From an optimization exercise on the open Yosys and OpenROAD flow, aimed at a short achievable clock period, few clock cycles and low power; shortcuts taken in it are not production practice.
The RTL was checked by simulation tests, not by an equivalence proof against the original design.
Power figures rest on the tool's default switching activity, not on a simulated workload.

File: design.v
module procsi_core (
    input  wire        clk,
    input  wire        rst,         
    output reg         mem_req,
    output reg         mem_we,
    output reg  [7:0]  mem_addr,
    output reg  [15:0] mem_wdata,
    input  wire [15:0] mem_rdata,
    output wire        halted,
    output wire        faulted,
    input  wire [3:0]  dbg_sel,
    output reg  [15:0] dbg_data
);
    localparam [1:0] RUN_READY   = 2'd0;
    localparam [1:0] RUN_HALTED  = 2'd1;
    localparam [1:0] RUN_FAULTED = 2'd2;
    localparam [2:0] F_INVALID_OPCODE = 3'd1;
    localparam [2:0] F_INVALID_MODE   = 3'd2;
    localparam [2:0] F_ILLEGAL_MODE   = 3'd3;
    localparam [2:0] F_MEM_RANGE      = 3'd4;
    localparam [2:0] F_STACK_OVER     = 3'd6;
    localparam [2:0] F_STACK_UNDER    = 3'd7;
    localparam [5:0] OP_LOAD  = 6'd0,  OP_STORE = 6'd1,  OP_ADD  = 6'd2,
                     OP_SUB   = 6'd3,  OP_AND   = 6'd4,  OP_OR   = 6'd5,
                     OP_SHL   = 6'd6,  OP_SHR   = 6'd7,  OP_JMP  = 6'd8,
                     OP_JEQ   = 6'd9,  OP_CALL  = 6'd10, OP_RET  = 6'd11,
                     OP_PUSH  = 6'd12, OP_POP   = 6'd13, OP_MOV  = 6'd14,
                     OP_HALT  = 6'd15;
    localparam [3:0] S_FETCH = 4'd0,    
                     S_DEC   = 4'd1,    
                     S_W1    = 4'd2,    
                     S_W2    = 4'd3,    
                     S_RWV   = 4'd4,    
                     S_RWD   = 4'd5,    
                     S_RWP   = 4'd6,    
                     S_VAL   = 4'd7,    
                     S_DVAL  = 4'd8,    
                     S_POPV  = 4'd9,    
                     S_MX    = 4'd10,   
                     S_WR    = 4'd11,   
                     S_CALL  = 4'd12,   
                     S_RET   = 4'd13,   
                     S_STOP  = 4'd14;
    reg [15:0] x [0:7];
    reg [15:0] pc, sr;
    reg [7:0]  sp;
    reg [1:0]  run;
    reg        halt_reason;
    reg [2:0]  fault_code;
    reg [3:0]  st;
    reg [15:0] ir;
    reg [15:0] sv;
    reg [7:0]  da;
    reg [2:0]  cnt;
    reg        xp;            
    assign halted  = (run == RUN_HALTED);
    assign faulted = (run == RUN_FAULTED);
    function legal(input [5:0] op, input [2:0] m);
        reg [7:0] lm;
        begin
            case (op)
                OP_LOAD:  lm = 8'h0E;
                OP_STORE: lm = 8'hF0;
                OP_ADD, OP_SUB, OP_AND, OP_OR,
                OP_SHL, OP_SHR, OP_MOV:
                          lm = 8'hFF;
                OP_JMP, OP_JEQ, OP_CALL, OP_PUSH:
                          lm = 8'h0F;
                OP_RET:   lm = 8'h01;
                OP_POP:   lm = 8'hA1;
                default:  lm = 8'h00;
            endcase
            legal = lm[m];
        end
    endfunction
    wire [5:0] f_op   = mem_rdata[5:0];
    wire [3:0] f_mode = mem_rdata[9:6];
    wire [2:0] f_rs   = mem_rdata[12:10];
    wire [2:0] f_rd   = mem_rdata[15:13];
    wire f_hd   = (f_op <= OP_SHR) || f_op == OP_POP || f_op == OP_MOV;
    wire f_hs   = (f_op <= OP_CALL) || f_op == OP_PUSH || f_op == OP_MOV;
    wire f_ddir = f_hd && f_mode[2:1] == 2'b10;
    wire f_dind = f_hd && f_mode[2:1] == 2'b11;
    wire f_simm = f_hs && (f_mode[2:0] == 3'd1 || f_mode[2:0] == 3'd4 || f_mode[2:0] == 3'd6);
    wire f_sdir = f_hs && f_mode[2:0] == 3'd2;
    wire f_sind = f_hs && f_mode[2:0] == 3'd3;
    wire [1:0] f_nw = {1'b0, f_ddir} + {1'b0, f_simm | f_sdir};
    wire f_alu2 = f_op >= OP_ADD && f_op <= OP_SHR;
    wire [5:0] i_op   = ir[5:0];
    wire [2:0] i_mode = ir[8:6];
    wire [2:0] i_rs   = ir[12:10];
    wire [2:0] i_rd   = ir[15:13];
    wire i_hd   = (i_op <= OP_SHR) || i_op == OP_POP || i_op == OP_MOV;
    wire i_hs   = (i_op <= OP_CALL) || i_op == OP_PUSH || i_op == OP_MOV;
    wire i_ddir = i_hd && i_mode[2:1] == 2'b10;
    wire i_dind = i_hd && i_mode[2:1] == 2'b11;
    wire i_simm = i_hs && (i_mode == 3'd1 || i_mode == 3'd4 || i_mode == 3'd6);
    wire i_sdir = i_hs && i_mode == 3'd2;
    wire i_sreg = i_mode == 3'd0 || i_mode == 3'd5 || i_mode == 3'd7;
    wire [1:0] i_nw = {1'b0, i_ddir} + {1'b0, i_simm | i_sdir};
    wire i_alu2 = i_op >= OP_ADD && i_op <= OP_SHR;
    wire i_mov  = i_op == OP_MOV;
    wire i_sets_sr = i_alu2 || i_mov;
    wire [8:0] i_npc = {1'b0, pc[7:0]} + {7'd0, i_nw} + 9'd1;
    wire [15:0] alu_a = (st == S_MX) ? mem_wdata : x[i_rd];
    wire [15:0] alu_b = i_sreg ? x[i_rs] : sv;
    reg  [15:0] res;
    always @(*) begin
        case (i_op)
            OP_ADD:  res = alu_a + alu_b;
            OP_SUB:  res = alu_a - alu_b;
            OP_AND:  res = alu_a & alu_b;
            OP_OR:   res = alu_a | alu_b;
            OP_SHL:  res = (alu_b[15:4] == 12'd0) ? (alu_a << alu_b[3:0]) : 16'd0;
            OP_SHR:  res = (alu_b[15:4] == 12'd0) ? (alu_a >> alu_b[3:0]) : 16'd0;
            default: res = alu_b;                        
        endcase
    end
    wire wb_now = (st == S_DEC) && xp;
    wire [15:0] v_rs = (wb_now && i_rd == f_rs) ? res : x[f_rs];
    wire [15:0] v_rd = (wb_now && i_rd == f_rd) ? res : x[f_rd];
    wire [15:0] sr_fw = (wb_now && i_sets_sr) ? res : sr;
    always @(*) begin
        case (dbg_sel)
            4'd0, 4'd1, 4'd2, 4'd3,
            4'd4, 4'd5, 4'd6, 4'd7: dbg_data = x[dbg_sel[2:0]];
            4'd8:  dbg_data = pc;
            4'd9:  dbg_data = {8'd0, sp};
            4'd10: dbg_data = sr;
            4'd11: dbg_data = {13'd0, fault_code};
            4'd12: dbg_data = faulted ? pc : 16'd0;
            4'd13: dbg_data = faulted ? ir : 16'd0;
            4'd14: dbg_data = {13'd0, halted & halt_reason, run};
            default: dbg_data = 16'd0;
        endcase
    end
    reg [15:0] pc_n, sr_n, ir_n, sv_n, wd_n;
    reg [7:0]  sp_n, da_n, addr_n;
    reg [1:0]  run_n;
    reg        halt_reason_n, xp_n, req_n, we_n;
    reg [2:0]  fault_code_n, cnt_n;
    reg [3:0]  st_n;
    reg        x_we;
    reg [2:0]  x_wa;
    reg [15:0] x_wd;
    reg [16:0] t1;
    task automatic fault(input [2:0] code);
        begin
            run_n        = RUN_FAULTED;
            fault_code_n = code;
            st_n         = S_STOP;
            req_n        = 1'b0;
            we_n         = 1'b0;
        end
    endtask
    task automatic stop_halt(input reason);
        begin
            run_n         = RUN_HALTED;
            halt_reason_n = reason;
            st_n          = S_STOP;
            req_n         = 1'b0;
            we_n          = 1'b0;
        end
    endtask
    task automatic go_dec(input [8:0] np);
        begin
            pc_n   = {7'd0, np};
            req_n  = 1'b1;
            addr_n = mem_addr + 8'd1;
            st_n   = S_DEC;
        end
    endtask
    task automatic wr(input [7:0] a, input [15:0] d);
        begin
            req_n  = 1'b1;
            we_n   = 1'b1;
            addr_n = a;
            wd_n   = d;
        end
    endtask
    task automatic jump(input [15:0] t);
        begin
            if (t[15:8] != 8'd0)
                fault(F_MEM_RANGE);
            else begin
                pc_n   = t;
                req_n  = 1'b1;
                addr_n = t[7:0];
                st_n   = S_FETCH;
            end
        end
    endtask
    task automatic action(input [5:0] aop, input [15:0] v, input [8:0] np);
        begin
            case (aop)
                OP_JMP: jump(v);
                OP_JEQ: begin
                    if (sr_fw != 16'd0) go_dec(np);
                    else                jump(v);
                end
                OP_CALL: begin
                    if (sp < 8'd5)
                        fault(F_STACK_OVER);
                    else if (v[15:8] != 8'd0)
                        fault(F_MEM_RANGE);
                    else begin
                        wr(sp, {7'd0, np} - 16'd1);
                        sp_n  = sp - 8'd1;
                        sv_n  = v;
                        cnt_n = 3'd0;
                        st_n  = S_CALL;
                    end
                end
                OP_PUSH: begin
                    if (sp == 8'd0)
                        fault(F_STACK_OVER);
                    else begin
                        wr(sp, v);
                        sp_n = sp - 8'd1;
                        pc_n = {7'd0, np};
                        st_n = S_WR;
                    end
                end
                default: begin      
                    sv_n = v;
                    xp_n = 1'b1;
                    go_dec(np);
                end
            endcase
        end
    endtask
    always @(*) begin
        pc_n          = pc;
        sr_n          = sr;
        sp_n          = sp;
        run_n         = run;
        halt_reason_n = halt_reason;
        fault_code_n  = fault_code;
        st_n          = st;
        ir_n          = ir;
        sv_n          = sv;
        da_n          = da;
        cnt_n         = cnt;
        xp_n          = 1'b0;
        req_n         = 1'b0;
        we_n          = 1'b0;
        addr_n        = mem_addr;
        wd_n          = mem_wdata;
        x_we          = 1'b0;
        x_wa          = i_rd;
        x_wd          = res;
        t1            = 17'd0;
        if (wb_now) begin
            x_we = 1'b1;
            if (i_sets_sr) sr_n = res;
        end
        case (st)
            S_FETCH: begin
                req_n  = 1'b1;
                addr_n = mem_addr + 8'd1;
                st_n   = S_DEC;
            end
            S_DEC: begin
                ir_n = mem_rdata;
                if (pc[8])
                    stop_halt(1'b1);
                else if (f_op == OP_HALT)
                    stop_halt(1'b0);
                else if (f_op > OP_HALT)
                    fault(F_INVALID_OPCODE);
                else if (f_mode[3])
                    fault(F_INVALID_MODE);
                else if (!legal(f_op, f_mode[2:0]))
                    fault(F_ILLEGAL_MODE);
                else if ({1'b0, pc[7:0]} + {7'd0, f_nw} > 9'd255)
                    fault(F_MEM_RANGE);
                else if (f_dind && v_rd[15:8] != 8'd0)
                    fault(F_MEM_RANGE);
                else if (f_sind && v_rs[15:8] != 8'd0)
                    fault(F_MEM_RANGE);
                else if (f_ddir) begin
                    st_n = S_W1;
                    if (!f_mode[0]) begin             
                        req_n  = 1'b1;
                        addr_n = mem_addr + 8'd1;
                    end else if (f_op == OP_POP) begin
                        req_n  = 1'b1;
                        addr_n = sp + 8'd1;
                    end
                end else if (f_dind) begin
                    da_n = v_rd[7:0];
                    if (!f_mode[0]) begin             
                        st_n = S_W1;
                        if (f_alu2) begin
                            req_n  = 1'b1;
                            addr_n = v_rd[7:0];
                        end
                    end else if (f_op == OP_POP) begin
                        if (sp == 8'd255)
                            fault(F_STACK_UNDER);
                        else begin
                            req_n  = 1'b1;
                            addr_n = sp + 8'd1;
                            sp_n   = sp + 8'd1;
                            st_n   = S_RWP;
                        end
                    end else if (f_alu2) begin
                        req_n  = 1'b1;
                        addr_n = v_rd[7:0];
                        st_n   = S_RWD;
                    end else begin                    
                        wr(v_rd[7:0], v_rs);
                        if (f_op == OP_MOV) sr_n = v_rs;
                        pc_n = pc + 16'd1;
                        st_n = S_WR;
                    end
                end else if (f_simm || f_sdir) begin
                    st_n = S_W1;
                    if (f_simm) begin
                        req_n  = 1'b1;
                        addr_n = mem_addr + 8'd1;
                    end
                end else if (f_sind) begin
                    req_n  = 1'b1;
                    addr_n = v_rs[7:0];
                    st_n   = S_RWV;
                end else if (f_op == OP_RET) begin
                    if (sp >= 8'd251)
                        fault(F_STACK_UNDER);
                    else begin
                        req_n  = 1'b1;
                        addr_n = sp + 8'd1;
                        sp_n   = sp + 8'd1;
                        cnt_n  = 3'd0;
                        st_n   = S_RET;
                    end
                end else if (f_op == OP_POP) begin
                    if (sp == 8'd255)
                        fault(F_STACK_UNDER);
                    else begin
                        req_n  = 1'b1;
                        addr_n = sp + 8'd1;
                        sp_n   = sp + 8'd1;
                        st_n   = S_RWP;
                    end
                end else
                    action(f_op, v_rs, {1'b0, pc[7:0]} + 9'd1);
            end
            S_W1: begin
                if (i_ddir) begin
                    if (mem_rdata[15:8] != 8'd0)
                        fault(F_MEM_RANGE);
                    else begin
                        da_n = mem_rdata[7:0];
                        if (!i_mode[0]) begin         
                            st_n = S_W2;
                            if (i_alu2) begin
                                req_n  = 1'b1;
                                addr_n = mem_rdata[7:0];
                            end
                        end else if (i_op == OP_POP) begin
                            if (sp == 8'd255)
                                fault(F_STACK_UNDER);
                            else begin
                                sp_n = sp + 8'd1;
                                st_n = S_POPV;
                            end
                        end else if (i_alu2) begin
                            req_n  = 1'b1;
                            addr_n = mem_rdata[7:0];
                            st_n   = S_RWD;
                        end else begin                
                            wr(mem_rdata[7:0], x[i_rs]);
                            if (i_mov) sr_n = x[i_rs];
                            pc_n = {7'd0, i_npc};
                            st_n = S_WR;
                        end
                    end
                end else if (i_dind) begin            
                    if (i_alu2) begin
                        sv_n = mem_rdata;
                        st_n = S_DVAL;
                    end else begin
                        wr(da, mem_rdata);
                        if (i_mov) sr_n = mem_rdata;
                        pc_n = {7'd0, i_npc};
                        st_n = S_WR;
                    end
                end else if (i_simm)
                    action(i_op, mem_rdata, i_npc);
                else begin                            
                    if (mem_rdata[15:8] != 8'd0)
                        fault(F_MEM_RANGE);
                    else begin
                        req_n  = 1'b1;
                        addr_n = mem_rdata[7:0];
                        st_n   = S_RWV;
                    end
                end
            end
            S_W2: begin                               
                if (i_alu2) begin
                    sv_n = mem_rdata;
                    st_n = S_DVAL;
                end else begin
                    wr(da, mem_rdata);
                    if (i_mov) sr_n = mem_rdata;
                    pc_n = {7'd0, i_npc};
                    st_n = S_WR;
                end
            end
            S_RWV: begin
                req_n  = 1'b1;
                addr_n = i_npc[7:0];
                st_n   = S_VAL;
            end
            S_RWD: st_n = S_DVAL;
            S_RWP: begin
                if (i_mode == 3'd0) begin
                    req_n  = 1'b1;
                    addr_n = i_npc[7:0];
                end
                st_n = S_POPV;
            end
            S_VAL: action(i_op, mem_rdata, i_npc);
            S_DVAL: begin
                wd_n = mem_rdata;
                st_n = S_MX;
            end
            S_MX: begin
                wr(da, res);
                sr_n = res;
                pc_n = {7'd0, i_npc};
                st_n = S_WR;
            end
            S_POPV: begin
                if (i_mode == 3'd0) begin
                    x_we = 1'b1;
                    x_wa = i_rd;
                    x_wd = mem_rdata;
                    go_dec(i_npc);
                end else begin
                    wr(da, mem_rdata);
                    pc_n = {7'd0, i_npc};
                    st_n = S_WR;
                end
            end
            S_WR: begin
                req_n  = 1'b1;
                addr_n = pc[7:0];
                st_n   = S_FETCH;
            end
            S_CALL: begin
                if (cnt != 3'd4) begin
                    wr(sp, x[{1'b1, cnt[1:0]}]);
                    sp_n  = sp - 8'd1;
                    cnt_n = cnt + 3'd1;
                end else begin
                    pc_n   = sv;
                    req_n  = 1'b1;
                    addr_n = sv[7:0];
                    st_n   = S_FETCH;
                end
            end
            S_RET: begin
                cnt_n = cnt + 3'd1;
                if (cnt <= 3'd3) begin
                    req_n  = 1'b1;
                    addr_n = sp + 8'd1;
                    sp_n   = sp + 8'd1;
                end
                if (cnt >= 3'd1 && cnt <= 3'd4) begin
                    x_we = 1'b1;
                    x_wa = 3'd0 - cnt;      
                    x_wd = mem_rdata;
                end
                if (cnt == 3'd5) begin
                    t1   = {1'b0, mem_rdata} + 17'd1;
                    pc_n = t1[15:0];
                    if (t1 >= 17'd256)
                        stop_halt(1'b1);
                    else begin
                        req_n  = 1'b1;
                        addr_n = t1[7:0];
                        st_n   = S_FETCH;
                    end
                end
            end
            default: st_n = S_STOP;
        endcase
    end
    integer i;
    always @(posedge clk) begin
        if (rst) begin
            for (i = 0; i < 8; i = i + 1)
                x[i] <= 16'd0;
            pc          <= 16'd0;
            sp          <= 8'd255;
            sr          <= 16'd0;
            run         <= RUN_READY;
            halt_reason <= 1'b0;
            fault_code  <= 3'd0;
            st          <= S_FETCH;
            ir          <= 16'd0;
            sv          <= 16'd0;
            da          <= 8'd0;
            cnt         <= 3'd0;
            xp          <= 1'b0;
            mem_req     <= 1'b1;
            mem_we      <= 1'b0;
            mem_addr    <= 8'd0;
            mem_wdata   <= 16'd0;
        end else begin
            if (x_we)
                x[x_wa] <= x_wd;
            pc          <= pc_n;
            sp          <= sp_n;
            sr          <= sr_n;
            run         <= run_n;
            halt_reason <= halt_reason_n;
            fault_code  <= fault_code_n;
            st          <= st_n;
            ir          <= ir_n;
            sv          <= sv_n;
            da          <= da_n;
            cnt         <= cnt_n;
            xp          <= xp_n;
            mem_req     <= req_n;
            mem_we      <= we_n;
            mem_addr    <= addr_n;
            mem_wdata   <= wd_n;
        end
    end
endmodule
File: run.sh
#!/bin/bash
# synth_recipe.tcl (not shown) runs the flow's synth.tcl, then flattens the netlist and writes it again
# the make line also repeats each setting of config.mk as NAME=value (left out here)
make -C /OpenROAD-flow-scripts/flow DESIGN_CONFIG=/design/flow/config.mk WORK_HOME=/design/flow/orfs CLKGATE_MAP_FILE= SYNTH_SCRIPT=/design/flow/synth_recipe.tcl finish
File: config.mk
export PLATFORM = sky130hd
export DESIGN_NAME = procsi_core
export DESIGN_NICKNAME = procsi_core
export VERILOG_FILES = /design/flow/design.v
export SDC_FILE = /design/flow/constraint.sdc
export NUM_CORES = 4
export LEC_CHECK = 0
export CAP_MARGIN = 20
export CORE_MARGIN = 2
export CORE_UTILIZATION = 40
export PLACE_DENSITY = 0.6
export SLEW_MARGIN = 20
File: constraint.sdc
create_clock -name core_clock -period 10.0 [get_ports {clk}]
set_input_delay 2.0000 -clock core_clock [delete_from_list [all_inputs] [get_ports {clk}]]
set_output_delay 2.0000 -clock core_clock [all_outputs]
set_load 0.01 [all_outputs]
==> impl_metrics.ini <==
[outcome]
status = finished clean

[setup_path]
crit_fanout = 25
critPathKind = flop to flop
reg2reg_slack_ps = 1380
startpoint_type = flop
cp.arrival_ps = 9050
crit_path_end_kind = flop
rr_worst_depth = 26
regToRegEndpoint = mem_wdata[1]
max_stage_delay_ps = 880
crit_top_cell = buf_4
cp.required_ps = 10430
crit_slowest_cell = a21oi_2

[logic_synthesis]
ys_ff_latch = 256
synth_area_mm2 = 0.0302
synthCells = 3889
synth_area_per_cell_um2 = 7.77
yosysWarnings = 1
synth-edff-count = 128
yosysUniqueCellTypes = 119
syn_nets = 3955
ys_async_sr_fraction_pct = 0
ys_dominant_reg_cell = edfxtp_1
ys_seq_area_share_pct = 21.2

[clock_tree]
numClockSinks = 256
clockBufferDepth = 3
hold_buffers = 0
cts_max_level = 2
cts_tree = yes
clk_pin_slew_ps = 60
cts_resized = 0
cts_root_buf = clkbuf_16
clk_latency_ps = 600
cts_buffers = 35
post-cts-setup-buffers = 0

[routing]
routed_via_density = 7.68
num_vias = 37300
drcViolationCount = 0
firstDrtPassIters = 11
wl_per_cell_um = 38.6
drt_wl_total_um = 187000
detail-route-antenna-nets = 0
first_iter_violations = 7156

[layout]
final_cell_mix = 487 x nor2_1, 423 x nand2_1, 308 x a21oi_1, 281 x o21ai_0, 203 x mux2i_1
final_cells = 4855
final_common_cell = nor2_1
drive_gt1_share_pct = 14.8
seqCellArea_mm2 = 0.00641
multi_input_area_mm2 = 0.0223
finish.utilization_pct = 44.8
design_area_mm2 = 0.0334
fill_cells = 7605
nets = 3909
area_growth_pct = 10.7

[floorplanning]
initial_core_util_pct = 40.5
die_height_um = 279
rows = 100
die_area_mm2 = 0.0777
ioPinCount = 66
core_area_mm2 = 0.0746
die_x_um = 279

[pwr]
p_total_mw = 10.3
p_switching_mw = 6.01
pwr-share-clk_pct = 13.0
p_int_mw = 4.27
power_density_mw_per_mm2 = 308
leakagePower_nw = 11.9
pwr-share-comb_pct = 71.6
seq_power_share_pct = 15.4
vdd_drop_max_v = 0.000157
swShare_pct = 58.5

[placed_design]
placedCellCount = 4774
io_buffers = 65
post-place-ws_ps = 1780
dpl.hpwl_um = 137000
gp_congestion = 1.18
post_dp_cell_area_mm2 = 0.0322

[global_routing]
groute.usage.overall_pct = 46.4
grt_pass1_wl_um = 261000
grt_antenna_before_repair = 17
grt_pass1_vias = 34000
grt_max_degree = 61
globalRouteOverflowTotal = 0

[timing]
totalNegativeSetupSlack_ps = 0
hold_slack_ps = 458
max_slew_margin_pct = 12.5
finalSetupViolCount = 0
timing.fmax_mhz = 116
period_minus_slack_ps = 8620
tightest_slew_ps = 1300
post-route-period-util_pct = 86.2
hold_viol = 0
setup_slack_ps = 1380
grt_setup_unrepaired = false
slew_violations = 0
clock_skew_ps = 31.9

[flow_run]
cap_violations = 0

[min_path]
hold_path_depth = 2
hold_path_class = flop to flop
hold_end = ir[9]
min-delay-start = ir[9]
[state kept, by name, indices dropped and copies added, names as in the netlist, named ones only]
| name | count |
|---|---|
| sv | 16 |
| st | 4 |
| mem_req | 1 |
| sr | 16 |
| run | 2 |
| mem_wdata | 16 |
| cnt | 3 |
| fault_code | 3 |
| mem_we | 1 |
| ir | 16 |
| x | 128 |
| da | 8 |
| mem_addr | 8 |
| xp | 1 |
| halt_reason | 1 |
| pc | 16 |
| sp | 8 |
[worst max-delay path, delay by kind of cell (launching register included)]
kind,cells,cell delay (ps)
muxes,2,660
adders and majority gates,1,340
AOI/OAI and AO/OA,10,3530
DFF,1,600
and+or+nand+nor,9,1870
xor gates and xnor gates,1,190
buffers and inverters,3,1190
[how the worst max path moves through the flow]
stage | end | from | cells past startpoint
final | mem_wdata[1] | flop | 26
after global routing | mem_wdata[1] | flop | 26
after CTS | mem_wdata[1] | flop | 26
after detailed placement | mem_wdata[1] | flop | 26
after global placement | pc[3] | flop | 25
after floorplan | st[2] | flop | 29
[cells in the mapped netlist, types with 26 or more instances]
master	number	share of area, %
a211oi_1	45	1.1
a21oi_1	311	5.2
a221oi_1	65	1.9
a22o_1	47	1.4
a22oi_1	67	1.7
a31oi_1	47	0.97
and2_1	26	0.54
and3_1	29	0.60
buf_1	28	0.35
buf_2	39	0.65
clkbuf_1	256	3.2
dfxtp_1	128	8.5
edfxtp_1	128	13
ha_1	41	1.7
inv_1	58	0.72
mux2_2	93	3.5
mux2i_1	203	6.7
mux4_2	108	8.1
nand2_1	424	5.3
nand2b_1	26	0.54
nand3_1	85	1.4
nor2_1	493	6.1
nor2b_1	30	0.62
nor3_1	90	1.5
nor4_1	36	0.75
o211ai_1	38	0.94
o21ai_0	285	4.7
o221ai_1	62	1.8
o22ai_1	66	1.4
o31ai_1	29	0.72
xnor2_1	59	1.7
xor2_1	29	0.84
[layout make-up]
cell class                      instances  area share [%]
Antenna cell                           16           0.120
Timing Repair Buffer                  262            6.29
Clock buffer                           42            2.82
Multi-Input combinational cell       3226            66.6
Inverter                               62           0.704
Sequential cell                       256            19.2
Tap cell                              969            3.63
Clock inverter                         22           0.606
[logic make-up after synthesis]
| group | count (synthesis) | synth area share, % |
|---|---|---|
| AND/OR/NAND/NOR | 1358 | 20.4 |
| multiplexers | 410 | 18.5 |
| buffers and inverters | 407 | 5.62 |
| flip-flops | 256 | 21.2 |
| AO/OA/AOI/OAI | 1326 | 29.8 |
| adder cells (fa/ha/maj) | 44 | 1.90 |
| XOR/XNOR | 88 | 2.55 |
[power groups by stage]
stage                     Sequential, mW  Combinational, mW  Clock (mW)
after floorplan                     1.38               4.33           0
after global placement              1.57               6.88           0
after detailed placement            1.57               6.83           0
after CTS                           1.55               6.88        1.32
after global routing                1.58               7.52        1.36
final                               1.58               7.37        1.33
[layer usage]
metal	part of all wire [%]	wire length, µm	vias up	global-route usage, %
met5	0.11	200	-	0
met4	8.6	16100	12	29.9
met3	16	30200	1006	21.0
met2	39	73600	3659	65.4
met1	36	67300	17800	56.8
li1	-	-	14800	-
Testbench counts, summed over its fixed seeds: cycles 150,220.

## what the ideal ports hide
Ports are ideal in the flow. The routed layout listed here was re-timed in OpenROAD.
Step 1: set_driving_cell puts a clkbuf_16 on clk and a buf_2 on each other input, an assumption about the parent block.
Step 2 moves the port delays by t, midway between the first and last clock arrival at a register: inputs arrive t later, outputs are due t later. That takes back most of the time a late clock gives input paths.
Slacks: ideal / step 1 / step 2; pairs: ideal / step 1.
shift t [ns]: 0.648
slack for setup (ns): 1.380 / 1.380 / 1.380
latest minus earliest clock arrival (ns): 0.032 / 0.032
worst slew at a driven data input, ns: 0.06
pins driven straight from the clock port: 1
After both steps setup and hold are still met in this run. The setup slack of this run moves by 0.000 ns with the drivers and by 0.000 ns with both steps.
